This design comes from an exercise in tuning for small area, a short achievable clock period and few clock cycles per item on the open sky130 flow, not from production work. The RTL was checked by simulation tests, not by an equivalence proof against the original design. Power figures rest on the tool's default switching activity, not on a simulated workload.

==> flow/design.v <==
module uac_rx (
    input  wire        clk,
    input  wire        rst,           
    input  wire        in_valid,
    output wire        in_ready,
    input  wire [15:0] in_sample,     
    output reg         frame_done,
    output wire        det,
    output reg         ev_valid,
    output wire [11:0] ev_word
);
    localparam [1:0] EXPECT_ONE  = 2'd0;
    localparam [1:0] EXPECT_ZERO = 2'd1;
    localparam [1:0] LOCKED      = 2'd2;
    localparam [1:0] FAILED      = 2'd3;
    reg         rdy;
    reg  [15:3] xr;           
    reg         vr;           
    reg  [9:0]  idx;          
    reg         clr;          
    reg         rr;           
    assign in_ready = rdy;
    wire take = in_valid & rdy;
    reg  [22:0] s1, s2;
    reg  [1:0]  phase;
    reg         lk, lkn, lkd, lkdn;
    wire [11:0] xs = xr[15:4];
    wire fs1;
    wire fc2;
    assign fs1 = 1'b1 ^ xs[0] ^ ~s2[0];
    assign fc2 = (1'b1 & xs[0]) | (~s2[0] & (1'b1 ^ xs[0]));
    wire fs3;
    wire fc4;
    assign fs3 = 1'b0 ^ s1[0] ^ s2[1];
    assign fc4 = (1'b0 & s1[0]) | (s2[1] & (1'b0 ^ s1[0]));
    wire fs5;
    wire fc6;
    assign fs5 = xs[1] ^ (lk ? s1[2] : s1[3]) ^ (lkn ? s1[5] : s1[11]);
    assign fc6 = (xs[1] & (lk ? s1[2] : s1[3])) | ((lkn ? s1[5] : s1[11]) & (xs[1] ^ (lk ? s1[2] : s1[3])));
    wire fs7;
    wire fc8;
    assign fs7 = s1[1] ^ ~xs[2] ^ s2[2];
    assign fc8 = (s1[1] & ~xs[2]) | (s2[2] & (s1[1] ^ ~xs[2]));
    wire fs9;
    wire fc10;
    assign fs9 = (lk ? s1[3] : s1[4]) ^ (lkn ? s1[6] : s1[12]) ^ (lkd ? ~s1[7] : ~s1[11]);
    assign fc10 = ((lk ? s1[3] : s1[4]) & (lkn ? s1[6] : s1[12])) | ((lkd ? ~s1[7] : ~s1[11]) & ((lk ? s1[3] : s1[4]) ^ (lkn ? s1[6] : s1[12])));
    wire fs11;
    wire fc12;
    assign fs11 = s1[2] ^ ~xs[3] ^ s2[3];
    assign fc12 = (s1[2] & ~xs[3]) | (s2[3] & (s1[2] ^ ~xs[3]));
    wire fs13;
    wire fc14;
    assign fs13 = (lk ? s1[4] : s1[5]) ^ (lkn ? s1[7] : s1[13]) ^ (lkd ? ~s1[8] : ~s1[12]);
    assign fc14 = ((lk ? s1[4] : s1[5]) & (lkn ? s1[7] : s1[13])) | ((lkd ? ~s1[8] : ~s1[12]) & ((lk ? s1[4] : s1[5]) ^ (lkn ? s1[7] : s1[13])));
    wire fs15;
    wire fc16;
    assign fs15 = s1[3] ^ ~xs[4] ^ s2[4];
    assign fc16 = (s1[3] & ~xs[4]) | (s2[4] & (s1[3] ^ ~xs[4]));
    wire fs17;
    wire fc18;
    assign fs17 = (lk ? s1[5] : s1[6]) ^ (lkn ? s1[8] : s1[14]) ^ (lkd ? ~s1[9] : ~s1[13]);
    assign fc18 = ((lk ? s1[5] : s1[6]) & (lkn ? s1[8] : s1[14])) | ((lkd ? ~s1[9] : ~s1[13]) & ((lk ? s1[5] : s1[6]) ^ (lkn ? s1[8] : s1[14])));
    wire fs19;
    wire fc20;
    assign fs19 = s1[4] ^ ~xs[5] ^ s2[5];
    assign fc20 = (s1[4] & ~xs[5]) | (s2[5] & (s1[4] ^ ~xs[5]));
    wire fs21;
    wire fc22;
    assign fs21 = (lk ? s1[6] : s1[7]) ^ (lkn ? s1[9] : s1[15]) ^ (lkd ? ~s1[10] : ~s1[14]);
    assign fc22 = ((lk ? s1[6] : s1[7]) & (lkn ? s1[9] : s1[15])) | ((lkd ? ~s1[10] : ~s1[14]) & ((lk ? s1[6] : s1[7]) ^ (lkn ? s1[9] : s1[15])));
    wire fs23;
    wire fc24;
    assign fs23 = s1[5] ^ ~xs[6] ^ s2[6];
    assign fc24 = (s1[5] & ~xs[6]) | (s2[6] & (s1[5] ^ ~xs[6]));
    wire fs25;
    wire fc26;
    assign fs25 = (lk ? s1[7] : s1[8]) ^ (lkn ? s1[10] : s1[16]) ^ (lkd ? ~s1[11] : ~s1[15]);
    assign fc26 = ((lk ? s1[7] : s1[8]) & (lkn ? s1[10] : s1[16])) | ((lkd ? ~s1[11] : ~s1[15]) & ((lk ? s1[7] : s1[8]) ^ (lkn ? s1[10] : s1[16])));
    wire fs27;
    wire fc28;
    assign fs27 = s1[6] ^ ~xs[7] ^ s2[7];
    assign fc28 = (s1[6] & ~xs[7]) | (s2[7] & (s1[6] ^ ~xs[7]));
    wire fs29;
    wire fc30;
    assign fs29 = (lk ? s1[8] : s1[9]) ^ (lkn ? s1[11] : s1[17]) ^ (lkd ? ~s1[12] : ~s1[16]);
    assign fc30 = ((lk ? s1[8] : s1[9]) & (lkn ? s1[11] : s1[17])) | ((lkd ? ~s1[12] : ~s1[16]) & ((lk ? s1[8] : s1[9]) ^ (lkn ? s1[11] : s1[17])));
    wire fs31;
    wire fc32;
    assign fs31 = s1[7] ^ ~xs[8] ^ s2[8];
    assign fc32 = (s1[7] & ~xs[8]) | (s2[8] & (s1[7] ^ ~xs[8]));
    wire fs33;
    wire fc34;
    assign fs33 = (lk ? s1[9] : s1[10]) ^ (lkn ? s1[12] : s1[18]) ^ (lkd ? ~s1[13] : ~s1[17]);
    assign fc34 = ((lk ? s1[9] : s1[10]) & (lkn ? s1[12] : s1[18])) | ((lkd ? ~s1[13] : ~s1[17]) & ((lk ? s1[9] : s1[10]) ^ (lkn ? s1[12] : s1[18])));
    wire fs35;
    wire fc36;
    assign fs35 = lkn ^ s1[8] ^ s2[9];
    assign fc36 = (lkn & s1[8]) | (s2[9] & (lkn ^ s1[8]));
    wire fs37;
    wire fc38;
    assign fs37 = xs[9] ^ (lk ? s1[10] : s1[11]) ^ (lkn ? s1[13] : s1[19]);
    assign fc38 = (xs[9] & (lk ? s1[10] : s1[11])) | ((lkn ? s1[13] : s1[19]) & (xs[9] ^ (lk ? s1[10] : s1[11])));
    wire hs39;
    wire hc40;
    assign hs39 = (lkd ? ~s1[14] : ~s1[18]) ^ (lkdn ? ~s1[21] : ~s1[15]);
    assign hc40 = (lkd ? ~s1[14] : ~s1[18]) & (lkdn ? ~s1[21] : ~s1[15]);
    wire fs41;
    wire fc42;
    assign fs41 = 1'b0 ^ s1[9] ^ s2[10];
    assign fc42 = (1'b0 & s1[9]) | (s2[10] & (1'b0 ^ s1[9]));
    wire fs43;
    wire fc44;
    assign fs43 = xs[10] ^ (lk ? s1[11] : s1[12]) ^ (lkn ? s1[14] : s1[20]);
    assign fc44 = (xs[10] & (lk ? s1[11] : s1[12])) | ((lkn ? s1[14] : s1[20]) & (xs[10] ^ (lk ? s1[11] : s1[12])));
    wire hs45;
    wire hc46;
    assign hs45 = (lkd ? ~s1[15] : ~s1[19]) ^ (lkdn ? s1[22] : ~s1[16]);
    assign hc46 = (lkd ? ~s1[15] : ~s1[19]) & (lkdn ? s1[22] : ~s1[16]);
    wire fs47;
    wire fc48;
    assign fs47 = s1[10] ^ xs[11] ^ s2[11];
    assign fc48 = (s1[10] & xs[11]) | (s2[11] & (s1[10] ^ xs[11]));
    wire fs49;
    wire fc50;
    assign fs49 = (lk ? s1[12] : s1[13]) ^ (lkn ? s1[15] : s1[21]) ^ (lkd ? ~s1[16] : ~s1[20]);
    assign fc50 = ((lk ? s1[12] : s1[13]) & (lkn ? s1[15] : s1[21])) | ((lkd ? ~s1[16] : ~s1[20]) & ((lk ? s1[12] : s1[13]) ^ (lkn ? s1[15] : s1[21])));
    wire fs51;
    wire fc52;
    assign fs51 = lk ^ s1[11] ^ s2[12];
    assign fc52 = (lk & s1[11]) | (s2[12] & (lk ^ s1[11]));
    wire hs53;
    wire hc54;
    assign hs53 = (lk ? s1[13] : s1[14]) ^ (lkn ? s1[16] : ~s1[22]);
    assign hc54 = (lk ? s1[13] : s1[14]) & (lkn ? s1[16] : ~s1[22]);
    wire fs55;
    wire fc56;
    assign fs55 = lkn ^ s1[12] ^ s2[13];
    assign fc56 = (lkn & s1[12]) | (s2[13] & (lkn ^ s1[12]));
    wire hs57;
    wire hc58;
    assign hs57 = (lk ? s1[14] : s1[15]) ^ (lkn & s1[17]);
    assign hc58 = (lk ? s1[14] : s1[15]) & (lkn & s1[17]);
    wire fs59;
    wire fc60;
    assign fs59 = 1'b0 ^ s1[13] ^ s2[14];
    assign fc60 = (1'b0 & s1[13]) | (s2[14] & (1'b0 ^ s1[13]));
    wire hs61;
    wire hc62;
    assign hs61 = (lk ? s1[15] : s1[16]) ^ (lkn & s1[18]);
    assign hc62 = (lk ? s1[15] : s1[16]) & (lkn & s1[18]);
    wire fs63;
    wire fc64;
    assign fs63 = 1'b0 ^ s1[14] ^ s2[15];
    assign fc64 = (1'b0 & s1[14]) | (s2[15] & (1'b0 ^ s1[14]));
    wire hs65;
    wire hc66;
    assign hs65 = (lk ? s1[16] : s1[17]) ^ (lkn & s1[19]);
    assign hc66 = (lk ? s1[16] : s1[17]) & (lkn & s1[19]);
    wire fs67;
    wire fc68;
    assign fs67 = lk ^ s1[15] ^ s2[16];
    assign fc68 = (lk & s1[15]) | (s2[16] & (lk ^ s1[15]));
    wire hs69;
    wire hc70;
    assign hs69 = (lk ? s1[17] : s1[18]) ^ (lkn & s1[20]);
    assign hc70 = (lk ? s1[17] : s1[18]) & (lkn & s1[20]);
    wire fs71;
    wire fc72;
    assign fs71 = lk ^ s1[16] ^ s2[17];
    assign fc72 = (lk & s1[16]) | (s2[17] & (lk ^ s1[16]));
    wire hs73;
    wire hc74;
    assign hs73 = lkn ^ (~lkn & s1[1]);
    assign hc74 = lkn & (~lkn & s1[1]);
    wire hs75;
    wire hc76;
    assign hs75 = (~lkn & s1[2]) ^ (~lkd & ~s1[1]);
    assign hc76 = (~lkn & s1[2]) & (~lkd & ~s1[1]);
    wire hs77;
    wire hc78;
    assign hs77 = (~lkn & s1[3]) ^ (~lkd & ~s1[2]);
    assign hc78 = (~lkn & s1[3]) & (~lkd & ~s1[2]);
    wire fs79;
    wire fc80;
    assign fs79 = lk ^ (~lkn & s1[4]) ^ (~lkd & ~s1[3]);
    assign fc80 = (lk & (~lkn & s1[4])) | ((~lkd & ~s1[3]) & (lk ^ (~lkn & s1[4])));
    wire fs81;
    wire fc82;
    assign fs81 = lk ^ (~lkn & s1[5]) ^ (lkd ? ~s1[0] : ~s1[4]);
    assign fc82 = (lk & (~lkn & s1[5])) | ((lkd ? ~s1[0] : ~s1[4]) & (lk ^ (~lkn & s1[5])));
    wire hs83;
    wire hc84;
    assign hs83 = (lkn ? s1[0] : s1[6]) ^ (lkd ? ~s1[1] : ~s1[5]);
    assign hc84 = (lkn ? s1[0] : s1[6]) & (lkd ? ~s1[1] : ~s1[5]);
    wire hs85;
    wire hc86;
    assign hs85 = (lkn ? s1[1] : s1[7]) ^ (lkd ? ~s1[2] : ~s1[6]);
    assign hc86 = (lkn ? s1[1] : s1[7]) & (lkd ? ~s1[2] : ~s1[6]);
    wire fs87;
    wire fc88;
    assign fs87 = (~lk & s1[0]) ^ (lkn ? s1[2] : s1[8]) ^ (lkd ? ~s1[3] : ~s1[7]);
    assign fc88 = ((~lk & s1[0]) & (lkn ? s1[2] : s1[8])) | ((lkd ? ~s1[3] : ~s1[7]) & ((~lk & s1[0]) ^ (lkn ? s1[2] : s1[8])));
    wire fs89;
    wire fc90;
    assign fs89 = (lk ? s1[0] : s1[1]) ^ (lkn ? s1[3] : s1[9]) ^ (lkd ? ~s1[4] : ~s1[8]);
    assign fc90 = ((lk ? s1[0] : s1[1]) & (lkn ? s1[3] : s1[9])) | ((lkd ? ~s1[4] : ~s1[8]) & ((lk ? s1[0] : s1[1]) ^ (lkn ? s1[3] : s1[9])));
    wire fs91;
    wire fc92;
    assign fs91 = fs1 ^ (lk ? s1[1] : s1[2]) ^ (lkn ? s1[4] : s1[10]);
    assign fc92 = (fs1 & (lk ? s1[1] : s1[2])) | ((lkn ? s1[4] : s1[10]) & (fs1 ^ (lk ? s1[1] : s1[2])));
    wire hs93;
    wire hc94;
    assign hs93 = (lkd ? ~s1[5] : ~s1[9]) ^ (lkdn ? ~s1[12] : ~s1[6]);
    assign hc94 = (lkd ? ~s1[5] : ~s1[9]) & (lkdn ? ~s1[12] : ~s1[6]);
    wire fs95;
    wire fc96;
    assign fs95 = fc2 ^ (lkd ? ~s1[6] : ~s1[10]) ^ (lkdn ? ~s1[13] : ~s1[7]);
    assign fc96 = (fc2 & (lkd ? ~s1[6] : ~s1[10])) | ((lkdn ? ~s1[13] : ~s1[7]) & (fc2 ^ (lkd ? ~s1[6] : ~s1[10])));
    wire fs97;
    wire fc98;
    assign fs97 = ~fs3 ^ (lk & ~s1[14]) ^ fs5;
    assign fc98 = (~fs3 & (lk & ~s1[14])) | (fs5 & (~fs3 ^ (lk & ~s1[14])));
    wire fs99;
    wire fc100;
    assign fs99 = fc4 ^ fs7 ^ (lkdn ? s1[14] : s1[8]);
    assign fc100 = (fc4 & fs7) | ((lkdn ? s1[14] : s1[8]) & (fc4 ^ fs7));
    wire fs101;
    wire fc102;
    assign fs101 = (lk & ~s1[15]) ^ fc6 ^ fs9;
    assign fc102 = ((lk & ~s1[15]) & fc6) | (fs9 & ((lk & ~s1[15]) ^ fc6));
    wire fs103;
    wire fc104;
    assign fs103 = fc8 ^ fs11 ^ (lkdn ? s1[15] : s1[9]);
    assign fc104 = (fc8 & fs11) | ((lkdn ? s1[15] : s1[9]) & (fc8 ^ fs11));
    wire fs105;
    wire fc106;
    assign fs105 = (lk & ~s1[16]) ^ fc10 ^ fs13;
    assign fc106 = ((lk & ~s1[16]) & fc10) | (fs13 & ((lk & ~s1[16]) ^ fc10));
    wire fs107;
    wire fc108;
    assign fs107 = fc12 ^ fs15 ^ (lkdn ? s1[16] : s1[10]);
    assign fc108 = (fc12 & fs15) | ((lkdn ? s1[16] : s1[10]) & (fc12 ^ fs15));
    wire fs109;
    wire fc110;
    assign fs109 = (lk & ~s1[17]) ^ fc14 ^ fs17;
    assign fc110 = ((lk & ~s1[17]) & fc14) | (fs17 & ((lk & ~s1[17]) ^ fc14));
    wire fs111;
    wire fc112;
    assign fs111 = fc16 ^ fs19 ^ (lkdn ? s1[17] : s1[11]);
    assign fc112 = (fc16 & fs19) | ((lkdn ? s1[17] : s1[11]) & (fc16 ^ fs19));
    wire fs113;
    wire fc114;
    assign fs113 = (lk & ~s1[18]) ^ fc18 ^ fs21;
    assign fc114 = ((lk & ~s1[18]) & fc18) | (fs21 & ((lk & ~s1[18]) ^ fc18));
    wire fs115;
    wire fc116;
    assign fs115 = fc20 ^ fs23 ^ (lkdn ? s1[18] : s1[12]);
    assign fc116 = (fc20 & fs23) | ((lkdn ? s1[18] : s1[12]) & (fc20 ^ fs23));
    wire fs117;
    wire fc118;
    assign fs117 = (lk & ~s1[19]) ^ fc22 ^ fs25;
    assign fc118 = ((lk & ~s1[19]) & fc22) | (fs25 & ((lk & ~s1[19]) ^ fc22));
    wire fs119;
    wire fc120;
    assign fs119 = fc24 ^ fs27 ^ (lkdn ? s1[19] : s1[13]);
    assign fc120 = (fc24 & fs27) | ((lkdn ? s1[19] : s1[13]) & (fc24 ^ fs27));
    wire fs121;
    wire fc122;
    assign fs121 = (lk & ~s1[20]) ^ fc26 ^ fs29;
    assign fc122 = ((lk & ~s1[20]) & fc26) | (fs29 & ((lk & ~s1[20]) ^ fc26));
    wire fs123;
    wire fc124;
    assign fs123 = fc28 ^ fs31 ^ (lkdn ? s1[20] : s1[14]);
    assign fc124 = (fc28 & fs31) | ((lkdn ? s1[20] : s1[14]) & (fc28 ^ fs31));
    wire fs125;
    wire fc126;
    assign fs125 = (lk & ~s1[21]) ^ fc30 ^ fs33;
    assign fc126 = ((lk & ~s1[21]) & fc30) | (fs33 & ((lk & ~s1[21]) ^ fc30));
    wire fs127;
    wire fc128;
    assign fs127 = fc32 ^ fs35 ^ (~lk | ~s1[22]);
    assign fc128 = (fc32 & fs35) | ((~lk | ~s1[22]) & (fc32 ^ fs35));
    wire fs129;
    wire fc130;
    assign fs129 = hs39 ^ fc34 ^ fs37;
    assign fc130 = (hs39 & fc34) | (fs37 & (hs39 ^ fc34));
    wire fs131;
    wire fc132;
    assign fs131 = fc36 ^ fs41 ^ ~hs45;
    assign fc132 = (fc36 & fs41) | (~hs45 & (fc36 ^ fs41));
    wire fs133;
    wire fc134;
    assign fs133 = hc40 ^ fc38 ^ fs43;
    assign fc134 = (hc40 & fc38) | (fs43 & (hc40 ^ fc38));
    wire fs135;
    wire fc136;
    assign fs135 = fc42 ^ fs47 ^ (lkdn | s1[17]);
    assign fc136 = (fc42 & fs47) | ((lkdn | s1[17]) & (fc42 ^ fs47));
    wire fs137;
    wire fc138;
    assign fs137 = hc46 ^ fc44 ^ fs49;
    assign fc138 = (hc46 & fc44) | (fs49 & (hc46 ^ fc44));
    wire fs139;
    wire fc140;
    assign fs139 = fc48 ^ fs51 ^ (lkd ? s1[17] : s1[21]);
    assign fc140 = (fc48 & fs51) | ((lkd ? s1[17] : s1[21]) & (fc48 ^ fs51));
    wire fs141;
    wire fc142;
    assign fs141 = (~lkdn & ~s1[18]) ^ hs53 ^ fc50;
    assign fc142 = ((~lkdn & ~s1[18]) & hs53) | (fc50 & ((~lkdn & ~s1[18]) ^ hs53));
    wire fs143;
    wire fc144;
    assign fs143 = fc52 ^ fs55 ^ (lkd ? s1[18] : ~s1[22]);
    assign fc144 = (fc52 & fs55) | ((lkd ? s1[18] : ~s1[22]) & (fc52 ^ fs55));
    wire fs145;
    wire fc146;
    assign fs145 = (~lkdn & ~s1[19]) ^ hs57 ^ hc54;
    assign fc146 = ((~lkdn & ~s1[19]) & hs57) | (hc54 & ((~lkdn & ~s1[19]) ^ hs57));
    wire fs147;
    wire fc148;
    assign fs147 = fc56 ^ fs59 ^ (~lkd | s1[19]);
    assign fc148 = (fc56 & fs59) | ((~lkd | s1[19]) & (fc56 ^ fs59));
    wire fs149;
    wire fc150;
    assign fs149 = (~lkdn & ~s1[20]) ^ hs61 ^ hc58;
    assign fc150 = ((~lkdn & ~s1[20]) & hs61) | (hc58 & ((~lkdn & ~s1[20]) ^ hs61));
    wire fs151;
    wire fc152;
    assign fs151 = fc60 ^ fs63 ^ (~lkd | s1[20]);
    assign fc152 = (fc60 & fs63) | ((~lkd | s1[20]) & (fc60 ^ fs63));
    wire fs153;
    wire fc154;
    assign fs153 = (~lkdn & ~s1[21]) ^ hs65 ^ hc62;
    assign fc154 = ((~lkdn & ~s1[21]) & hs65) | (hc62 & ((~lkdn & ~s1[21]) ^ hs65));
    wire fs155;
    wire fc156;
    assign fs155 = fc64 ^ fs67 ^ (~lkd | s1[21]);
    assign fc156 = (fc64 & fs67) | ((~lkd | s1[21]) & (fc64 ^ fs67));
    wire fs157;
    wire fc158;
    assign fs157 = (~lkdn & s1[22]) ^ hs69 ^ hc66;
    assign fc158 = ((~lkdn & s1[22]) & hs69) | (hc66 & ((~lkdn & s1[22]) ^ hs69));
    wire fs159;
    wire fc160;
    assign fs159 = fc68 ^ fs71 ^ (lk ? ~s1[18] : ~s1[19]);
    assign fc160 = (fc68 & fs71) | ((lk ? ~s1[18] : ~s1[19]) & (fc68 ^ fs71));
    wire fs161;
    wire fc162;
    assign fs161 = (lkn & s1[21]) ^ (lkd & s1[22]) ^ hc70;
    assign fc162 = ((lkn & s1[21]) & (lkd & s1[22])) | (hc70 & ((lkn & s1[21]) ^ (lkd & s1[22])));
    wire fs163;
    wire fc164;
    assign fs163 = lkn ^ s1[17] ^ s2[18];
    assign fc164 = (lkn & s1[17]) | (s2[18] & (lkn ^ s1[17]));
    wire fs165;
    wire fc166;
    assign fs165 = fc72 ^ (lk ? ~s1[19] : ~s1[20]) ^ (~lkn | s1[22]);
    assign fc166 = (fc72 & (lk ? ~s1[19] : ~s1[20])) | ((~lkn | s1[22]) & (fc72 ^ (lk ? ~s1[19] : ~s1[20])));
    wire fs167;
    wire fc168;
    assign fs167 = 1'b0 ^ s1[18] ^ s2[19];
    assign fc168 = (1'b0 & s1[18]) | (s2[19] & (1'b0 ^ s1[18]));
    wire hs169;
    wire hc170;
    assign hs169 = lkn ^ s1[19];
    assign hc170 = lkn | s1[19];
    wire hs171;
    wire hc172;
    assign hs171 = lk ^ s1[20];
    assign hc172 = lk | s1[20];
    wire hs173;
    wire hc174;
    assign hs173 = (~lkd & ~s1[0]) ^ (lkdn & ~s1[3]);
    assign hc174 = (~lkd & ~s1[0]) & (lkdn & ~s1[3]);
    wire fs175;
    wire fc176;
    assign fs175 = (lkdn & ~s1[4]) ^ (lk & ~s1[5]) ^ hs75;
    assign fc176 = ((lkdn & ~s1[4]) & (lk & ~s1[5])) | (hs75 & ((lkdn & ~s1[4]) ^ (lk & ~s1[5])));
    wire fs177;
    wire fc178;
    assign fs177 = (lkdn & ~s1[5]) ^ (lk & ~s1[6]) ^ hs77;
    assign fc178 = ((lkdn & ~s1[5]) & (lk & ~s1[6])) | (hs77 & ((lkdn & ~s1[5]) ^ (lk & ~s1[6])));
    wire fs179;
    wire fc180;
    assign fs179 = (lkdn ? ~s1[6] : ~s1[0]) ^ (lk & ~s1[7]) ^ hc78;
    assign fc180 = ((lkdn ? ~s1[6] : ~s1[0]) & (lk & ~s1[7])) | (hc78 & ((lkdn ? ~s1[6] : ~s1[0]) ^ (lk & ~s1[7])));
    wire fs181;
    wire fc182;
    assign fs181 = (lkdn ? ~s1[7] : ~s1[1]) ^ (lk & ~s1[8]) ^ fc80;
    assign fc182 = ((lkdn ? ~s1[7] : ~s1[1]) & (lk & ~s1[8])) | (fc80 & ((lkdn ? ~s1[7] : ~s1[1]) ^ (lk & ~s1[8])));
    wire fs183;
    wire fc184;
    assign fs183 = (lkdn ? ~s1[8] : ~s1[2]) ^ (lk & ~s1[9]) ^ hs83;
    assign fc184 = ((lkdn ? ~s1[8] : ~s1[2]) & (lk & ~s1[9])) | (hs83 & ((lkdn ? ~s1[8] : ~s1[2]) ^ (lk & ~s1[9])));
    wire fs185;
    wire fc186;
    assign fs185 = (lkdn ? ~s1[9] : ~s1[3]) ^ (lk & ~s1[10]) ^ hs85;
    assign fc186 = ((lkdn ? ~s1[9] : ~s1[3]) & (lk & ~s1[10])) | (hs85 & ((lkdn ? ~s1[9] : ~s1[3]) ^ (lk & ~s1[10])));
    wire fs187;
    wire fc188;
    assign fs187 = (lkdn ? ~s1[10] : ~s1[4]) ^ (lk & ~s1[11]) ^ hc86;
    assign fc188 = ((lkdn ? ~s1[10] : ~s1[4]) & (lk & ~s1[11])) | (hc86 & ((lkdn ? ~s1[10] : ~s1[4]) ^ (lk & ~s1[11])));
    wire fs189;
    wire fc190;
    assign fs189 = (lkdn ? ~s1[11] : ~s1[5]) ^ (lk & ~s1[12]) ^ fc88;
    assign fc190 = ((lkdn ? ~s1[11] : ~s1[5]) & (lk & ~s1[12])) | (fc88 & ((lkdn ? ~s1[11] : ~s1[5]) ^ (lk & ~s1[12])));
    wire fs191;
    wire fc192;
    assign fs191 = (lk & ~s1[13]) ^ hs93 ^ fc90;
    assign fc192 = ((lk & ~s1[13]) & hs93) | (fc90 & ((lk & ~s1[13]) ^ hs93));
    wire fs193;
    wire fc194;
    assign fs193 = hc94 ^ fc92 ^ fs95;
    assign fc194 = (hc94 & fc92) | (fs95 & (hc94 ^ fc92));
    wire fs195;
    wire fc196;
    assign fs195 = fc96 ^ ~fs99 ^ fc98;
    assign fc196 = (fc96 & ~fs99) | (fc98 & (fc96 ^ ~fs99));
    wire fs197;
    wire fc198;
    assign fs197 = fc100 ^ fs103 ^ ~fc102;
    assign fc198 = (fc100 & fs103) | (~fc102 & (fc100 ^ fs103));
    wire fs199;
    wire fc200;
    assign fs199 = fc104 ^ fs107 ^ ~fc106;
    assign fc200 = (fc104 & fs107) | (~fc106 & (fc104 ^ fs107));
    wire fs201;
    wire fc202;
    assign fs201 = fc108 ^ fs111 ^ ~fc110;
    assign fc202 = (fc108 & fs111) | (~fc110 & (fc108 ^ fs111));
    wire fs203;
    wire fc204;
    assign fs203 = fc112 ^ fs115 ^ ~fc114;
    assign fc204 = (fc112 & fs115) | (~fc114 & (fc112 ^ fs115));
    wire fs205;
    wire fc206;
    assign fs205 = fc116 ^ fs119 ^ ~fc118;
    assign fc206 = (fc116 & fs119) | (~fc118 & (fc116 ^ fs119));
    wire fs207;
    wire fc208;
    assign fs207 = fc120 ^ fs123 ^ ~fc122;
    assign fc208 = (fc120 & fs123) | (~fc122 & (fc120 ^ fs123));
    wire fs209;
    wire fc210;
    assign fs209 = fc124 ^ fs127 ^ ~fc126;
    assign fc210 = (fc124 & fs127) | (~fc126 & (fc124 ^ fs127));
    wire fs211;
    wire fc212;
    assign fs211 = fc128 ^ fs131 ^ ~fc130;
    assign fc212 = (fc128 & fs131) | (~fc130 & (fc128 ^ fs131));
    wire fs213;
    wire fc214;
    assign fs213 = fs135 ^ fc132 ^ ~fc134;
    assign fc214 = (fs135 & fc132) | (~fc134 & (fs135 ^ fc132));
    wire fs215;
    wire fc216;
    assign fs215 = fc136 ^ fs139 ^ ~fs141;
    assign fc216 = (fc136 & fs139) | (~fs141 & (fc136 ^ fs139));
    wire fs217;
    wire fc218;
    assign fs217 = fc140 ^ fs143 ^ ~fs145;
    assign fc218 = (fc140 & fs143) | (~fs145 & (fc140 ^ fs143));
    wire fs219;
    wire fc220;
    assign fs219 = fc144 ^ fs147 ^ ~fc146;
    assign fc220 = (fc144 & fs147) | (~fc146 & (fc144 ^ fs147));
    wire fs221;
    wire fc222;
    assign fs221 = fc148 ^ fs151 ^ ~fc150;
    assign fc222 = (fc148 & fs151) | (~fc150 & (fc148 ^ fs151));
    wire fs223;
    wire fc224;
    assign fs223 = fc152 ^ fs155 ^ ~fc154;
    assign fc224 = (fc152 & fs155) | (~fc154 & (fc152 ^ fs155));
    wire fs225;
    wire fc226;
    assign fs225 = fc156 ^ fs159 ^ ~fc158;
    assign fc226 = (fc156 & fs159) | (~fc158 & (fc156 ^ fs159));
    wire fs227;
    wire fc228;
    assign fs227 = fs163 ^ fc160 ^ fs165;
    assign fc228 = (fs163 & fc160) | (fs165 & (fs163 ^ fc160));
    wire fs229;
    wire fc230;
    assign fs229 = fc164 ^ fs167 ^ (lk ? ~s1[20] : ~s1[21]);
    assign fc230 = (fc164 & fs167) | ((lk ? ~s1[20] : ~s1[21]) & (fc164 ^ fs167));
    wire fs231;
    wire fc232;
    assign fs231 = s2[20] ^ ~hs169 ^ fc168;
    assign fc232 = (s2[20] & ~hs169) | (fc168 & (s2[20] ^ ~hs169));
    wire fs233;
    wire fc234;
    assign fs233 = s2[21] ^ ~hs171 ^ hc170;
    assign fc234 = (s2[21] & ~hs171) | (hc170 & (s2[21] ^ ~hs171));
    wire hs235;
    wire hc236;
    assign hs235 = ~s1[21] ^ s2[22];
    assign hc236 = ~s1[21] & s2[22];
    wire hs237;
    wire hc238;
    assign hs237 = lkn ^ (lkdn & ~s1[0]);
    assign hc238 = lkn & (lkdn & ~s1[0]);
    wire hs239;
    wire hc240;
    assign hs239 = (lkdn & ~s1[1]) ^ (lk & ~s1[2]);
    assign hc240 = (lkdn & ~s1[1]) & (lk & ~s1[2]);
    wire fs241;
    wire fc242;
    assign fs241 = (~lkn & s1[0]) ^ (lkdn & ~s1[2]) ^ (lk & ~s1[3]);
    assign fc242 = ((~lkn & s1[0]) & (lkdn & ~s1[2])) | ((lk & ~s1[3]) & ((~lkn & s1[0]) ^ (lkdn & ~s1[2])));
    wire fs243;
    wire fc244;
    assign fs243 = (lk & ~s1[4]) ^ hs173 ^ hs73;
    assign fc244 = ((lk & ~s1[4]) & hs173) | (hs73 & ((lk & ~s1[4]) ^ hs173));
    wire fs245;
    wire fc246;
    assign fs245 = hc74 ^ hc174 ^ fs175;
    assign fc246 = (hc74 & hc174) | (fs175 & (hc74 ^ hc174));
    wire fs247;
    wire fc248;
    assign fs247 = hc76 ^ fc176 ^ fs177;
    assign fc248 = (hc76 & fc176) | (fs177 & (hc76 ^ fc176));
    wire fs249;
    wire fc250;
    assign fs249 = fs79 ^ fc178 ^ fs179;
    assign fc250 = (fs79 & fc178) | (fs179 & (fs79 ^ fc178));
    wire fs251;
    wire fc252;
    assign fs251 = fs81 ^ fc180 ^ fs181;
    assign fc252 = (fs81 & fc180) | (fs181 & (fs81 ^ fc180));
    wire fs253;
    wire fc254;
    assign fs253 = fc82 ^ fs183 ^ fc182;
    assign fc254 = (fc82 & fs183) | (fc182 & (fc82 ^ fs183));
    wire fs255;
    wire fc256;
    assign fs255 = hc84 ^ fc184 ^ fs185;
    assign fc256 = (hc84 & fc184) | (fs185 & (hc84 ^ fc184));
    wire fs257;
    wire fc258;
    assign fs257 = fs87 ^ fc186 ^ fs187;
    assign fc258 = (fs87 & fc186) | (fs187 & (fs87 ^ fc186));
    wire fs259;
    wire fc260;
    assign fs259 = fs89 ^ fc188 ^ fs189;
    assign fc260 = (fs89 & fc188) | (fs189 & (fs89 ^ fc188));
    wire fs261;
    wire fc262;
    assign fs261 = fs91 ^ fc190 ^ fs191;
    assign fc262 = (fs91 & fc190) | (fs191 & (fs91 ^ fc190));
    wire fs263;
    wire fc264;
    assign fs263 = fc192 ^ fs193 ^ fs97;
    assign fc264 = (fc192 & fs193) | (fs97 & (fc192 ^ fs193));
    wire fs265;
    wire fc266;
    assign fs265 = fc194 ^ fs101 ^ fs195;
    assign fc266 = (fc194 & fs101) | (fs195 & (fc194 ^ fs101));
    wire fs267;
    wire fc268;
    assign fs267 = fs105 ^ fc196 ^ ~fs197;
    assign fc268 = (fs105 & fc196) | (~fs197 & (fs105 ^ fc196));
    wire fs269;
    wire fc270;
    assign fs269 = ~fs109 ^ fc198 ^ fs199;
    assign fc270 = (~fs109 & fc198) | (fs199 & (~fs109 ^ fc198));
    wire fs271;
    wire fc272;
    assign fs271 = ~fs113 ^ fc200 ^ fs201;
    assign fc272 = (~fs113 & fc200) | (fs201 & (~fs113 ^ fc200));
    wire fs273;
    wire fc274;
    assign fs273 = ~fs117 ^ fc202 ^ fs203;
    assign fc274 = (~fs117 & fc202) | (fs203 & (~fs117 ^ fc202));
    wire fs275;
    wire fc276;
    assign fs275 = ~fs121 ^ fc204 ^ fs205;
    assign fc276 = (~fs121 & fc204) | (fs205 & (~fs121 ^ fc204));
    wire fs277;
    wire fc278;
    assign fs277 = ~fs125 ^ fc206 ^ fs207;
    assign fc278 = (~fs125 & fc206) | (fs207 & (~fs125 ^ fc206));
    wire fs279;
    wire fc280;
    assign fs279 = ~fs129 ^ fc208 ^ fs209;
    assign fc280 = (~fs129 & fc208) | (fs209 & (~fs129 ^ fc208));
    wire fs281;
    wire fc282;
    assign fs281 = ~fs133 ^ fc210 ^ fs211;
    assign fc282 = (~fs133 & fc210) | (fs211 & (~fs133 ^ fc210));
    wire fs283;
    wire fc284;
    assign fs283 = ~fs137 ^ fc212 ^ fs213;
    assign fc284 = (~fs137 & fc212) | (fs213 & (~fs137 ^ fc212));
    wire fs285;
    wire fc286;
    assign fs285 = ~fc138 ^ fc214 ^ fs215;
    assign fc286 = (~fc138 & fc214) | (fs215 & (~fc138 ^ fc214));
    wire fs287;
    wire fc288;
    assign fs287 = ~fc142 ^ fs217 ^ fc216;
    assign fc288 = (~fc142 & fs217) | (fc216 & (~fc142 ^ fs217));
    wire fs289;
    wire fc290;
    assign fs289 = ~fs149 ^ fs219 ^ fc218;
    assign fc290 = (~fs149 & fs219) | (fc218 & (~fs149 ^ fs219));
    wire fs291;
    wire fc292;
    assign fs291 = ~fs153 ^ fc220 ^ fs221;
    assign fc292 = (~fs153 & fc220) | (fs221 & (~fs153 ^ fc220));
    wire fs293;
    wire fc294;
    assign fs293 = ~fs157 ^ fc222 ^ fs223;
    assign fc294 = (~fs157 & fc222) | (fs223 & (~fs157 ^ fc222));
    wire fs295;
    wire fc296;
    assign fs295 = ~fs161 ^ fc224 ^ fs225;
    assign fc296 = (~fs161 & fc224) | (fs225 & (~fs161 ^ fc224));
    wire fs297;
    wire fc298;
    assign fs297 = ~fc162 ^ fs227 ^ fc226;
    assign fc298 = (~fc162 & fs227) | (fc226 & (~fc162 ^ fs227));
    wire fs299;
    wire fc300;
    assign fs299 = fc166 ^ fs229 ^ fc228;
    assign fc300 = (fc166 & fs229) | (fc228 & (fc166 ^ fs229));
    wire fs301;
    wire fc302;
    assign fs301 = (lk ? ~s1[21] : s1[22]) ^ fs231 ^ fc230;
    assign fc302 = ((lk ? ~s1[21] : s1[22]) & fs231) | (fc230 & ((lk ? ~s1[21] : s1[22]) ^ fs231));
    wire fs303;
    wire fc304;
    assign fs303 = fs233 ^ (~lk | s1[22]) ^ fc232;
    assign fc304 = (fs233 & (~lk | s1[22])) | (fc232 & (fs233 ^ (~lk | s1[22])));
    wire fs305;
    wire fc306;
    assign fs305 = ~hs235 ^ hc172 ^ fc234;
    assign fc306 = (~hs235 & hc172) | (fc234 & (~hs235 ^ hc172));
    wire [36:0] dp_a = {~fs305, ~fs303, ~fs301, ~fs299, ~fs297, ~fs295, ~fs293, ~fs291, ~fs289, ~fs287, ~fs285, ~fs283, ~fs281, ~fs279, ~fs277, ~fs275, ~fs273, ~fs271, ~fs269, fs267, fs265, fs263, fs261, fs259, fs257, fs255, fs253, fs251, fs249, fs247, fs245, fs243, fs241, hs239, hs237, (lk & ~s1[0]), 1'b0};
    wire [36:0] dp_b = {~fc304, ~fc302, ~fc300, ~fc298, ~fc296, ~fc294, ~fc292, ~fc290, ~fc288, ~fc286, ~fc284, ~fc282, ~fc280, ~fc278, ~fc276, ~fc274, ~fc272, ~fc270, fc268, fc266, fc264, fc262, fc260, fc258, fc256, fc254, fc252, fc250, fc248, fc246, fc244, fc242, hc240, hc238, (lk & ~s1[1]), lk, 1'b0};
    wire [36:0] pg_g = dp_a & dp_b;
    wire [36:0] pg_p = dp_a ^ dp_b;
    wire cg1 = pg_g[1] | (pg_p[1] & pg_g[0]);
    wire cp1 = pg_p[1] & pg_p[0];
    wire cg2 = pg_g[3] | (pg_p[3] & pg_g[2]);
    wire cp2 = pg_p[3] & pg_p[2];
    wire cg3 = pg_g[5] | (pg_p[5] & pg_g[4]);
    wire cp3 = pg_p[5] & pg_p[4];
    wire cg4 = pg_g[7] | (pg_p[7] & pg_g[6]);
    wire cp4 = pg_p[7] & pg_p[6];
    wire cg5 = pg_g[9] | (pg_p[9] & pg_g[8]);
    wire cp5 = pg_p[9] & pg_p[8];
    wire cg6 = pg_g[11] | (pg_p[11] & pg_g[10]);
    wire cp6 = pg_p[11] & pg_p[10];
    wire cg7 = pg_g[13] | (pg_p[13] & pg_g[12]);
    wire cp7 = pg_p[13] & pg_p[12];
    wire cg8 = pg_g[15] | (pg_p[15] & pg_g[14]);
    wire cp8 = pg_p[15] & pg_p[14];
    wire cg9 = pg_g[17] | (pg_p[17] & pg_g[16]);
    wire cp9 = pg_p[17] & pg_p[16];
    wire cg10 = pg_g[19] | (pg_p[19] & pg_g[18]);
    wire cp10 = pg_p[19] & pg_p[18];
    wire cg11 = pg_g[21] | (pg_p[21] & pg_g[20]);
    wire cp11 = pg_p[21] & pg_p[20];
    wire cg12 = pg_g[23] | (pg_p[23] & pg_g[22]);
    wire cp12 = pg_p[23] & pg_p[22];
    wire cg13 = pg_g[25] | (pg_p[25] & pg_g[24]);
    wire cp13 = pg_p[25] & pg_p[24];
    wire cg14 = pg_g[27] | (pg_p[27] & pg_g[26]);
    wire cp14 = pg_p[27] & pg_p[26];
    wire cg15 = pg_g[29] | (pg_p[29] & pg_g[28]);
    wire cp15 = pg_p[29] & pg_p[28];
    wire cg16 = pg_g[31] | (pg_p[31] & pg_g[30]);
    wire cp16 = pg_p[31] & pg_p[30];
    wire cg17 = pg_g[33] | (pg_p[33] & pg_g[32]);
    wire cp17 = pg_p[33] & pg_p[32];
    wire cg18 = pg_g[35] | (pg_p[35] & pg_g[34]);
    wire cp18 = pg_p[35] & pg_p[34];
    wire cg19 = pg_g[2] | (pg_p[2] & cg1);
    wire cp19 = pg_p[2] & cp1;
    wire cg20 = cg2 | (cp2 & cg1);
    wire cp20 = cp2 & cp1;
    wire cg21 = pg_g[6] | (pg_p[6] & cg3);
    wire cp21 = pg_p[6] & cp3;
    wire cg22 = cg4 | (cp4 & cg3);
    wire cp22 = cp4 & cp3;
    wire cg23 = pg_g[10] | (pg_p[10] & cg5);
    wire cp23 = pg_p[10] & cp5;
    wire cg24 = cg6 | (cp6 & cg5);
    wire cp24 = cp6 & cp5;
    wire cg25 = pg_g[14] | (pg_p[14] & cg7);
    wire cp25 = pg_p[14] & cp7;
    wire cg26 = cg8 | (cp8 & cg7);
    wire cp26 = cp8 & cp7;
    wire cg27 = pg_g[18] | (pg_p[18] & cg9);
    wire cp27 = pg_p[18] & cp9;
    wire cg28 = cg10 | (cp10 & cg9);
    wire cp28 = cp10 & cp9;
    wire cg29 = pg_g[22] | (pg_p[22] & cg11);
    wire cp29 = pg_p[22] & cp11;
    wire cg30 = cg12 | (cp12 & cg11);
    wire cp30 = cp12 & cp11;
    wire cg31 = pg_g[26] | (pg_p[26] & cg13);
    wire cp31 = pg_p[26] & cp13;
    wire cg32 = cg14 | (cp14 & cg13);
    wire cp32 = cp14 & cp13;
    wire cg33 = pg_g[30] | (pg_p[30] & cg15);
    wire cp33 = pg_p[30] & cp15;
    wire cg34 = cg16 | (cp16 & cg15);
    wire cp34 = cp16 & cp15;
    wire cg35 = pg_g[34] | (pg_p[34] & cg17);
    wire cp35 = pg_p[34] & cp17;
    wire cg36 = cg18 | (cp18 & cg17);
    wire cp36 = cp18 & cp17;
    wire cg37 = pg_g[4] | (pg_p[4] & cg20);
    wire cp37 = pg_p[4] & cp20;
    wire cg38 = cg3 | (cp3 & cg20);
    wire cp38 = cp3 & cp20;
    wire cg39 = cg21 | (cp21 & cg20);
    wire cp39 = cp21 & cp20;
    wire cg40 = cg22 | (cp22 & cg20);
    wire cp40 = cp22 & cp20;
    wire cg41 = pg_g[12] | (pg_p[12] & cg24);
    wire cp41 = pg_p[12] & cp24;
    wire cg42 = cg7 | (cp7 & cg24);
    wire cp42 = cp7 & cp24;
    wire cg43 = cg25 | (cp25 & cg24);
    wire cp43 = cp25 & cp24;
    wire cg44 = cg26 | (cp26 & cg24);
    wire cp44 = cp26 & cp24;
    wire cg45 = pg_g[20] | (pg_p[20] & cg28);
    wire cp45 = pg_p[20] & cp28;
    wire cg46 = cg11 | (cp11 & cg28);
    wire cp46 = cp11 & cp28;
    wire cg47 = cg29 | (cp29 & cg28);
    wire cp47 = cp29 & cp28;
    wire cg48 = cg30 | (cp30 & cg28);
    wire cp48 = cp30 & cp28;
    wire cg49 = pg_g[28] | (pg_p[28] & cg32);
    wire cp49 = pg_p[28] & cp32;
    wire cg50 = cg15 | (cp15 & cg32);
    wire cp50 = cp15 & cp32;
    wire cg51 = cg33 | (cp33 & cg32);
    wire cp51 = cp33 & cp32;
    wire cg52 = cg34 | (cp34 & cg32);
    wire cp52 = cp34 & cp32;
    wire cg53 = pg_g[36] | (pg_p[36] & cg36);
    wire cp53 = pg_p[36] & cp36;
    wire cg54 = pg_g[8] | (pg_p[8] & cg40);
    wire cp54 = pg_p[8] & cp40;
    wire cg55 = cg5 | (cp5 & cg40);
    wire cp55 = cp5 & cp40;
    wire cg56 = cg23 | (cp23 & cg40);
    wire cp56 = cp23 & cp40;
    wire cg57 = cg24 | (cp24 & cg40);
    wire cp57 = cp24 & cp40;
    wire cg58 = cg41 | (cp41 & cg40);
    wire cp58 = cp41 & cp40;
    wire cg59 = cg42 | (cp42 & cg40);
    wire cp59 = cp42 & cp40;
    wire cg60 = cg43 | (cp43 & cg40);
    wire cp60 = cp43 & cp40;
    wire cg61 = cg44 | (cp44 & cg40);
    wire cp61 = cp44 & cp40;
    wire cg62 = pg_g[24] | (pg_p[24] & cg48);
    wire cp62 = pg_p[24] & cp48;
    wire cg63 = cg13 | (cp13 & cg48);
    wire cp63 = cp13 & cp48;
    wire cg64 = cg31 | (cp31 & cg48);
    wire cp64 = cp31 & cp48;
    wire cg65 = cg32 | (cp32 & cg48);
    wire cp65 = cp32 & cp48;
    wire cg66 = cg49 | (cp49 & cg48);
    wire cp66 = cp49 & cp48;
    wire cg67 = cg50 | (cp50 & cg48);
    wire cp67 = cp50 & cp48;
    wire cg68 = cg51 | (cp51 & cg48);
    wire cp68 = cp51 & cp48;
    wire cg69 = cg52 | (cp52 & cg48);
    wire cp69 = cp52 & cp48;
    wire cg70 = pg_g[16] | (pg_p[16] & cg61);
    wire cp70 = pg_p[16] & cp61;
    wire cg71 = cg9 | (cp9 & cg61);
    wire cp71 = cp9 & cp61;
    wire cg72 = cg27 | (cp27 & cg61);
    wire cp72 = cp27 & cp61;
    wire cg73 = cg28 | (cp28 & cg61);
    wire cp73 = cp28 & cp61;
    wire cg74 = cg45 | (cp45 & cg61);
    wire cp74 = cp45 & cp61;
    wire cg75 = cg46 | (cp46 & cg61);
    wire cp75 = cp46 & cp61;
    wire cg76 = cg47 | (cp47 & cg61);
    wire cp76 = cp47 & cp61;
    wire cg77 = cg48 | (cp48 & cg61);
    wire cp77 = cp48 & cp61;
    wire cg78 = cg62 | (cp62 & cg61);
    wire cp78 = cp62 & cp61;
    wire cg79 = cg63 | (cp63 & cg61);
    wire cp79 = cp63 & cp61;
    wire cg80 = cg64 | (cp64 & cg61);
    wire cp80 = cp64 & cp61;
    wire cg81 = cg65 | (cp65 & cg61);
    wire cp81 = cp65 & cp61;
    wire cg82 = cg66 | (cp66 & cg61);
    wire cp82 = cp66 & cp61;
    wire cg83 = cg67 | (cp67 & cg61);
    wire cp83 = cp67 & cp61;
    wire cg84 = cg68 | (cp68 & cg61);
    wire cp84 = cp68 & cp61;
    wire cg85 = cg69 | (cp69 & cg61);
    wire cp85 = cp69 & cp61;
    wire cg86 = pg_g[32] | (pg_p[32] & cg85);
    wire cp86 = pg_p[32] & cp85;
    wire cg87 = cg17 | (cp17 & cg85);
    wire cp87 = cp17 & cp85;
    wire cg88 = cg35 | (cp35 & cg85);
    wire cp88 = cp35 & cp85;
    wire cg89 = cg36 | (cp36 & cg85);
    wire cp89 = cp36 & cp85;
    wire cg90 = cg53 | (cp53 & cg85);
    wire cp90 = cp53 & cp85;
    wire [36:0] dp_sum = pg_p ^ {cg89, cg88, cg87, cg86, cg85, cg84, cg83, cg82, cg81, cg80, cg79, cg78, cg77, cg76, cg75, cg74, cg73, cg72, cg71, cg70, cg61, cg60, cg59, cg58, cg57, cg56, cg55, cg54, cg40, cg39, cg38, cg37, cg20, cg19, cg1, pg_g[0], 1'b0};
    wire [22:0] s_new = dp_sum[36:14];
    reg         pw;           
    reg         ps;           
    reg  [13:0] acc;
    wire hi1  = ~((&s1[22:10]) | ~(|s1[22:10]));
    wire hi2  = ~((&s2[22:10]) | ~(|s2[22:10]));
    wire big  = hi1 | hi2;
    wire lo1  = (&s1[22:7]) | ~(|s1[22:7]);
    wire lo2  = (&s2[22:7]) | ~(|s2[22:7]);
    wire tiny = lo1 & lo2;
    wire        sb  = idx[0];
    wire [3:0]  j   = idx[4:1];
    wire        bj  = sb ? s2[j] : s1[j];
    wire [13:0] op  = ~bj ? 14'd0 : sb ? {xr[15], xr[15:3]} : {{3{s1[10]}}, s1[10:0]};
    wire        sub = sb ^ (j == 4'd10);
    wire [13:0] an  = acc + (op ^ {14{sub}}) + {13'd0, sub};
    wire        fin = (pw & ~ps & (big | tiny)) | (ps & (j == 4'd11));
    wire        det_v = big | (~tiny & ~acc[13] & (|acc[12:5]));    
    reg  [4:0]  win;
    reg  [2:0]  frame_cnt;
    reg         transfer_active;
    reg  [7:0]  pending;
    reg  [2:0]  bits_in_byte;
    reg  [1:0]  ev_kind;      
    reg         nz;           
    assign det     = win[0];
    assign ev_word = {2'b00, ev_kind, pending};
    wire [4:0]  win_n = {win[3:0], det_v};
    wire [2:0]  vsum  = win_n[0] + win_n[1] + win_n[2] + win_n[3] + win_n[4];
    wire        bit_v = (vsum > 3'd2);
    reg  [1:0]  phase1;
    reg         sync_lost;
    wire [7:0]  pend_n = {pending[6:0], bit_v};
    wire [2:0]  bib_n  = bits_in_byte + 3'd1;
    wire        tx_end = (bib_n == 3'd0) & ~nz & ~bit_v;    
    always @* begin
        phase1    = phase;
        sync_lost = 1'b0;
        if (phase != LOCKED) begin
            if (phase == EXPECT_ONE && vsum == 3'd5)
                phase1 = EXPECT_ZERO;
            else if (phase == EXPECT_ZERO && vsum == 3'd0)
                phase1 = EXPECT_ONE;
            else if (phase != FAILED) begin
                phase1    = FAILED;
                sync_lost = 1'b1;
            end
        end
    end
    reg  [1:0]  phase2;
    always @* begin
        phase2 = phase;
        if (transfer_active && frame_cnt == 3'd4) begin
            phase2 = phase1;
            if (bib_n == 3'd0) begin
                if (tx_end)
                    phase2 = EXPECT_ONE;
                else if (phase1 == EXPECT_ONE)
                    phase2 = LOCKED;
            end
        end
    end
    wire last = vr ? (idx == 10'd1022) : (&idx);
    always @(posedge clk) begin
        if (rdy)
            xr <= in_sample[15:3];
        else if (ps)
            xr <= xr;
        else if (pw)
            xr <= s_new[12:0];
        else
            xr <= 13'd0;
        clr  <= rst | fin;
        ev_kind <= tx_end ? 2'd3 : sync_lost ? 2'd2 : 2'd1;
        rr   <= rst;
        lkd  <= (phase == LOCKED);
        lkdn <= (phase != LOCKED);
        frame_done <= 1'b0;
        ev_valid   <= 1'b0;
        vr         <= take & ~rst;
        if (rst) begin
            rdy   <= 1'b1;
            idx   <= 10'd0;
            pw    <= 1'b0;
            ps    <= 1'b0;
            phase <= EXPECT_ONE;
        end else begin
            if (vr | ps)
                idx <= idx + 10'd1;
            if (in_valid & last)
                rdy <= 1'b0;
            if (vr & (&idx))
                pw <= 1'b1;
            if (pw & ~ps & ~(big | tiny))
                ps <= 1'b1;
            if (fin) begin
                pw    <= 1'b0;
                ps    <= 1'b0;
                idx   <= 10'd0;
                rdy   <= 1'b1;
                phase <= phase2;
                frame_done <= 1'b1;
                if (transfer_active && frame_cnt == 3'd4 &&
                    (sync_lost || tx_end || (bib_n == 3'd0 && phase1 == LOCKED)))
                    ev_valid <= 1'b1;
            end
        end
        if (clr) begin
            s1  <= 23'd0;
            s2  <= 23'd0;
            acc <= 13'd0;
        end else begin
            if (vr) begin
                s2 <= s1;
                s1 <= s_new;
            end
            if (ps)
                acc <= sb ? {an[13], an[13:1]} : an;
        end
        if (rr) begin
            win             <= 5'd0;
            frame_cnt       <= 3'd0;
            transfer_active <= 1'b0;
            lk              <= 1'b0;
            lkn             <= 1'b1;
            pending         <= 8'd0;
            nz              <= 1'b0;
            bits_in_byte    <= 3'd0;
        end else if (fin) begin
            win <= win_n;
            lk  <= (phase2 == LOCKED);
            lkn <= (phase2 != LOCKED);
            if (!transfer_active) begin
                if (det_v) begin
                    transfer_active <= 1'b1;
                    frame_cnt       <= 3'd1;
                end
            end else if (frame_cnt != 3'd4) begin
                frame_cnt <= frame_cnt + 3'd1;
            end else begin
                frame_cnt    <= 3'd0;
                pending      <= sync_lost ? 8'd0 : pend_n;
                nz           <= (bib_n != 3'd0) & (nz | bit_v);
                bits_in_byte <= bib_n;
                if (tx_end) begin
                    transfer_active <= 1'b0;
                    bits_in_byte    <= 3'd0;
                end
            end
        end
    end
endmodule
==> flow/flow/run.sh <==
#!/bin/bash
# The standard layout (standard.sh) with three changes to how it is made;
# the design, constraints and clock period are unchanged:
#  - synthesis skips Yosys's early generic ABC pass (SYNTH_ARGS=-noabc), so the
#    generated full-adder tree keeps its structure; registers are unchanged;
#  - port buffers are buf_2 cells instead of the default (a slow delay buffer);
#  - timing repair aims for 18.3 ns of setup slack instead of 0.
# Every tool's output is in standard.log and in orfs/logs.
set -euo pipefail
export SYNTH_ARGS="-noabc"
export BUFFER_PORTS_ARGS="-buffer_cell sky130_fd_sc_hd__buf_2"
export SETUP_SLACK_MARGIN=18.3
bash standard.sh > standard.log 2>&1
==> flow/standard.sh <==
#!/bin/bash
# synth_recipe.tcl (not shown) runs the flow's synth.tcl, then flattens the netlist and writes it again
# the make line also repeats each setting of config.mk as NAME=value (left out here)
make -C /OpenROAD-flow-scripts/flow DESIGN_CONFIG=/design/flow/config.mk WORK_HOME=/design/flow/orfs CLKGATE_MAP_FILE= SYNTH_SCRIPT=/design/flow/synth_recipe.tcl "${@:-finish}"
==> flow/config.mk <==
export PLATFORM = sky130hd
export DESIGN_NAME = uac_rx
export DESIGN_NICKNAME = uac_rx
export VERILOG_FILES = /design/flow/design.v
export SDC_FILE = /design/flow/constraint.sdc
export NUM_CORES = 4
export LEC_CHECK = 0
export CAP_MARGIN = 20
export CORE_MARGIN = 2
export CORE_UTILIZATION = 40
export CTS_BUF_LIST = sky130_fd_sc_hd__clkbuf_8
export SLEW_MARGIN = 20
==> flow/constraint.sdc <==
create_clock -name core_clock -period 24.0 [get_ports {clk}]
set_input_delay 4.8000 -clock core_clock [delete_from_list [all_inputs] [get_ports {clk}]]
set_output_delay 4.8000 -clock core_clock [all_outputs]
set_load 0.01 [all_outputs]
==> results.txt <==
[worst register-to-register path, stage by stage (launching register included)]
cell and delay, ns:
dfxtp_2 0.45, buf_12 0.27, mux2_2 0.42, fa_1 0.51
fa_1 0.43, fa_1 0.57, fa_1 0.45, ha_1 0.35
a21oi_1 0.18, o21bai_1 0.11, a221oi_2 0.35, nor2b_1 0.09
a41oi_2 0.16, buf_4 0.17, nor2_1 0.05, a21oi_1 0.17
fa_1 0.45, a211oi_1 0.22
[worst paths after layout]
kind | to | from
min reg2reg | pending[7]$_SDFFE_PP0P_ | pending[7]$_SDFFE_PP0P_
max reg2reg | s1[18]$_SDFFE_PP0P_ | lk$_SDFFE_PP0P_
max | det | win[0]$_SDFFE_PP0P_
min | pending[7]$_SDFFE_PP0P_ | pending[7]$_SDFFE_PP0P_
[timing repair]
action | in CTS | in global routing
buffers inserted | 8 | 3
endpoints found under the hold margin | 0 | 0
pin swaps | 0 | 0
resized for setup | 28 | 23
gates cloned | 0 | 1
setup endpoints to repair | 19 | 24
hold buffers | 0 | 0
[final cells by class]
cell class,instances,area [um^2],area share [%]
repair buffers,56,475.5,3.732
well taps,384,480.5,3.772
multi-input cells,951,8417,66.07
clock inverters,15,165.2,1.297
flip-flops and latches,119,2550,20.02
inverters,110,416.7,3.271
clock buffers,17,234.0,1.837
[synth_stat cells, types with 5 or more instances]
cell type    n  area, um^2
nor2_1     148       555.5
fa_1       133        2663
inv_1      109       409.1
dfxtp_1    106        2122
nand2_1     94       352.8
mux2i_1     92       920.9
ha_1        85        1064
clkbuf_1    59       221.5
a21oi_1     56       280.3
o21ai_0     45       225.2
xnor2_1     37       324.1
mux2_2      23       259.0
nand3_1     22       110.1
a211oi_1    20       150.1
nor2b_1     19       118.9
nand4_1     18       112.6
xor2_1      16       140.1
edfxtp_1    13       390.4
a21o_1      11       82.58
a22o_1      11       96.34
nand2b_1    11       68.82
nor4_1      10       62.56
buf_2        9       45.04
nor3_1       9       45.04
buf_1        8       30.03
a31oi_1      7       43.79
and3_1       7       43.79
or3_1        6       37.54
a22oi_1      5       37.54
and2_1       5       31.28
o21bai_1     5       37.54
[layer usage]
layer	global-route usage, %	vias up	share of wire [%]
met1	28.64	4480	46
met4	5.174	0	2.0
met3	3.177	51	4.6
li1	-	4230	-
met5	0	-	0
met2	33.75	220	47
[cell families (layout without fill, tap and decap cells)]
logic type	after synthesis	after routing	synth area share (%)
buffers and inverters	190	198	6.406
adder cells (fa/ha/maj)	218	218	31.96
multiplexers	119	119	10.89
other	1	2	0.03216
XOR/XNOR	56	56	4.400
flip-flops	119	119	21.55
AND/OR/NAND/NOR	368	368	14.52
AO/OA/AOI/OAI	188	188	10.25
[power by group]
part           total [mW]  switching [mW]  internal (mW)
logic                1.51           0.872          0.636
registers           0.263          0.0456          0.217
clock network       0.195          0.0998         0.0948
[state kept, by name, indices dropped and copies added (netlist names), 2 cells and up]
signal / count
xr: 13
win: 4
frame_cnt: 3
bits_in_byte: 3
acc: 14
ev_kind: 2
s2: 23
s1: 23
idx: 10
phase: 2
pending: 8
[metrics by stage]
| stage | area, um^2 | util, % |
|---|---|---|
| 6_report | 12740 | 44.38 |
| 5_1_grt | 12740 | 44.38 |
| 4_1_cts | 12620 | 43.95 |
| 3_5_place_dp | 12070 | 42.04 |
| 3_3_place_gp | 12070 | 42.04 |
| 2_1_floorplan | 11660 | - |
==> flow_metrics.py <==
metrics = {
    "outcome": {
        "outcome": "no timing/DRC/antenna violations",
    },
    "layout": {
        "drive_gt1_share_pct": 12.46,
        "fin_nets": 1492,
        "antennaDiodeCount": 0,
        "fin_cells": 1652,
        "area_growth_pct": 9.250,
        "final_cell_mix": "nor2_1, fa_1, inv_1, nand2_1, mux2i_1",
        "num-fill-cells": 2811,
        "layout_commonest_cell": "nor2_1",
    },
    "synthesis": {
        "synth-seq-area-share_pct": 21.55,
        "ys.flop_type": "dfxtp_1",
        "syn_area_um2": 11660,
        "ys_warn_count": 1,
        "synth-seq-cells": 119,
        "async_flop_share_pct": 0,
        "syn_avg_cell_area_um2": 9.261,
        "ys_types": 65,
        "synth_edf_count": 13,
        "syn_inst": 1259,
    },
    "floorplanning": {
        "initial_core_util_pct": 40.62,
        "fp-row-count": 62,
        "io_pins": 35,
        "fp.dieH_um": 174.7,
        "core_um2": 28700,
        "dieArea_um2": 30530,
        "die_x_um": 174.7,
    },
    "global_route": {
        "grt_pass1_vias": 9143,
        "gr-usage-all-layers_pct": 20.62,
        "overflow": 0,
        "grt_pass1_wl_mm": 49.46,
        "grt_start_max_net_pins": 62,
        "antenna_found_initial": 0,
    },
    "routing": {
        "via_per_inst": 5.436,
        "drtAntennaViolNets": 0,
        "drt-initial-drc-count": 578,
        "routedWlPerCell_um": 18.32,
        "dr_total_vias": 8981,
        "routed_wl_mm": 30.26,
        "drc": 0,
        "firstDrtPassIters": 5,
    },
    "sta": {
        "rsz0062_at_grt": "true",
        "tightestPinTransition_ns": 0.9339,
        "worst_slack_ns": 18.27,
        "clock_skew_ns": 0.01514,
        "whs_ns": 0.4598,
        "drv_slew": 0,
        "post-route-period-util_pct": 23.87,
        "finalSetupViolCount": 0,
        "finalHoldViolations": 0,
        "setup_tns_ns": 0,
        "fmax_ghz": 0.1745,
        "slew_headroom_pct": 37.74,
        "period_minus_slack_ns": 5.730,
    },
    "critical_path": {
        "worstPathMaxFanout": 2,
        "crit_required_ns": 19.20,
        "cp_top_family": "flip-flops",
        "cp_slowest_cell": "dfxtp_4",
        "max_stage_delay_ns": 0.35,
        "crit_type": "register to primary output",
        "cp-start-kind": "register",
        "worst-r2r-cell-count": 17,
        "cp_cell_sequence": "buf_6",
        "ff2ff_setup_slack_ns": 18.53,
        "path_buf_inv": 1,
        "worstSetupEndpointType": "primary output",
        "worst_ep_arrival_time_ns": 0.93,
        "cp.depth": 1,
    },
    "clock_network": {
        "cts.path.max_buffers": 2,
        "clk_pin_slew_ns": 0.09,
        "clockRootBuffer": "clkbuf_8",
        "clk_latency_ns": 0.47,
        "htreeDepth": 4,
        "clock_sinks": 119,
        "cts_made_buffers": 17,
        "cts_tree": "yes",
    },
    "pwr": {
        "powerDensity_nw_per_um2": 154.3,
        "vdd_drop_max_uv": 171.1,
        "p_leak_nw": 5.281,
        "total_power_mw": 1.966,
    },
    "job": {
        "cap_violations": 0,
    },
    "min_path": {
        "hold_path_class": "register to register",
        "holdPathStages": 2,
    },
    "place": {
        "hpwl_mm": 21.29,
        "io_buffers": 29,
        "place_inst": 1607,
        "place.gp.congestion": 0.8627,
        "dp_slack_ns": 18.12,
    },
}
Testbench counts, summed over its fixed seeds: cycles 2,465,950, frames 2,400.

-- afterwards: timing with drivers on the ports --
How much do the figures lean on ideal ports? The routed layout below was timed once more, with nothing changed but the port constraints. Step 1 (the two cells are an assumption about what drives the block):
set clk [get_ports {clk}]
set_driving_cell -lib_cell sky130_fd_sc_hd__clkbuf_16 $clk
set_driving_cell -lib_cell sky130_fd_sc_hd__buf_2 [delete_from_list [all_inputs] $clk]
Step 2, shift: input delay + t, output delay - t, t = (earliest + latest rising clock arrival at the registers) / 2. This alone moves slack from input paths to output paths. Slacks: ideal ports / drivers / drivers and shift; pairs: ideal ports / drivers.
t (ns): 0.502
setup WS [ns]: 18.270 / 18.227 / 18.314
worst hold slack (ns): 0.460 / 0.460 / 0.460
latest minus earliest clock arrival (ns): 0.016 / 0.015
pins driven straight from the clock port: 1
After both steps setup and hold are still met in this run. For this run, drivers alone change the setup slack by -0.043 ns; drivers and shift together by +0.044 ns.
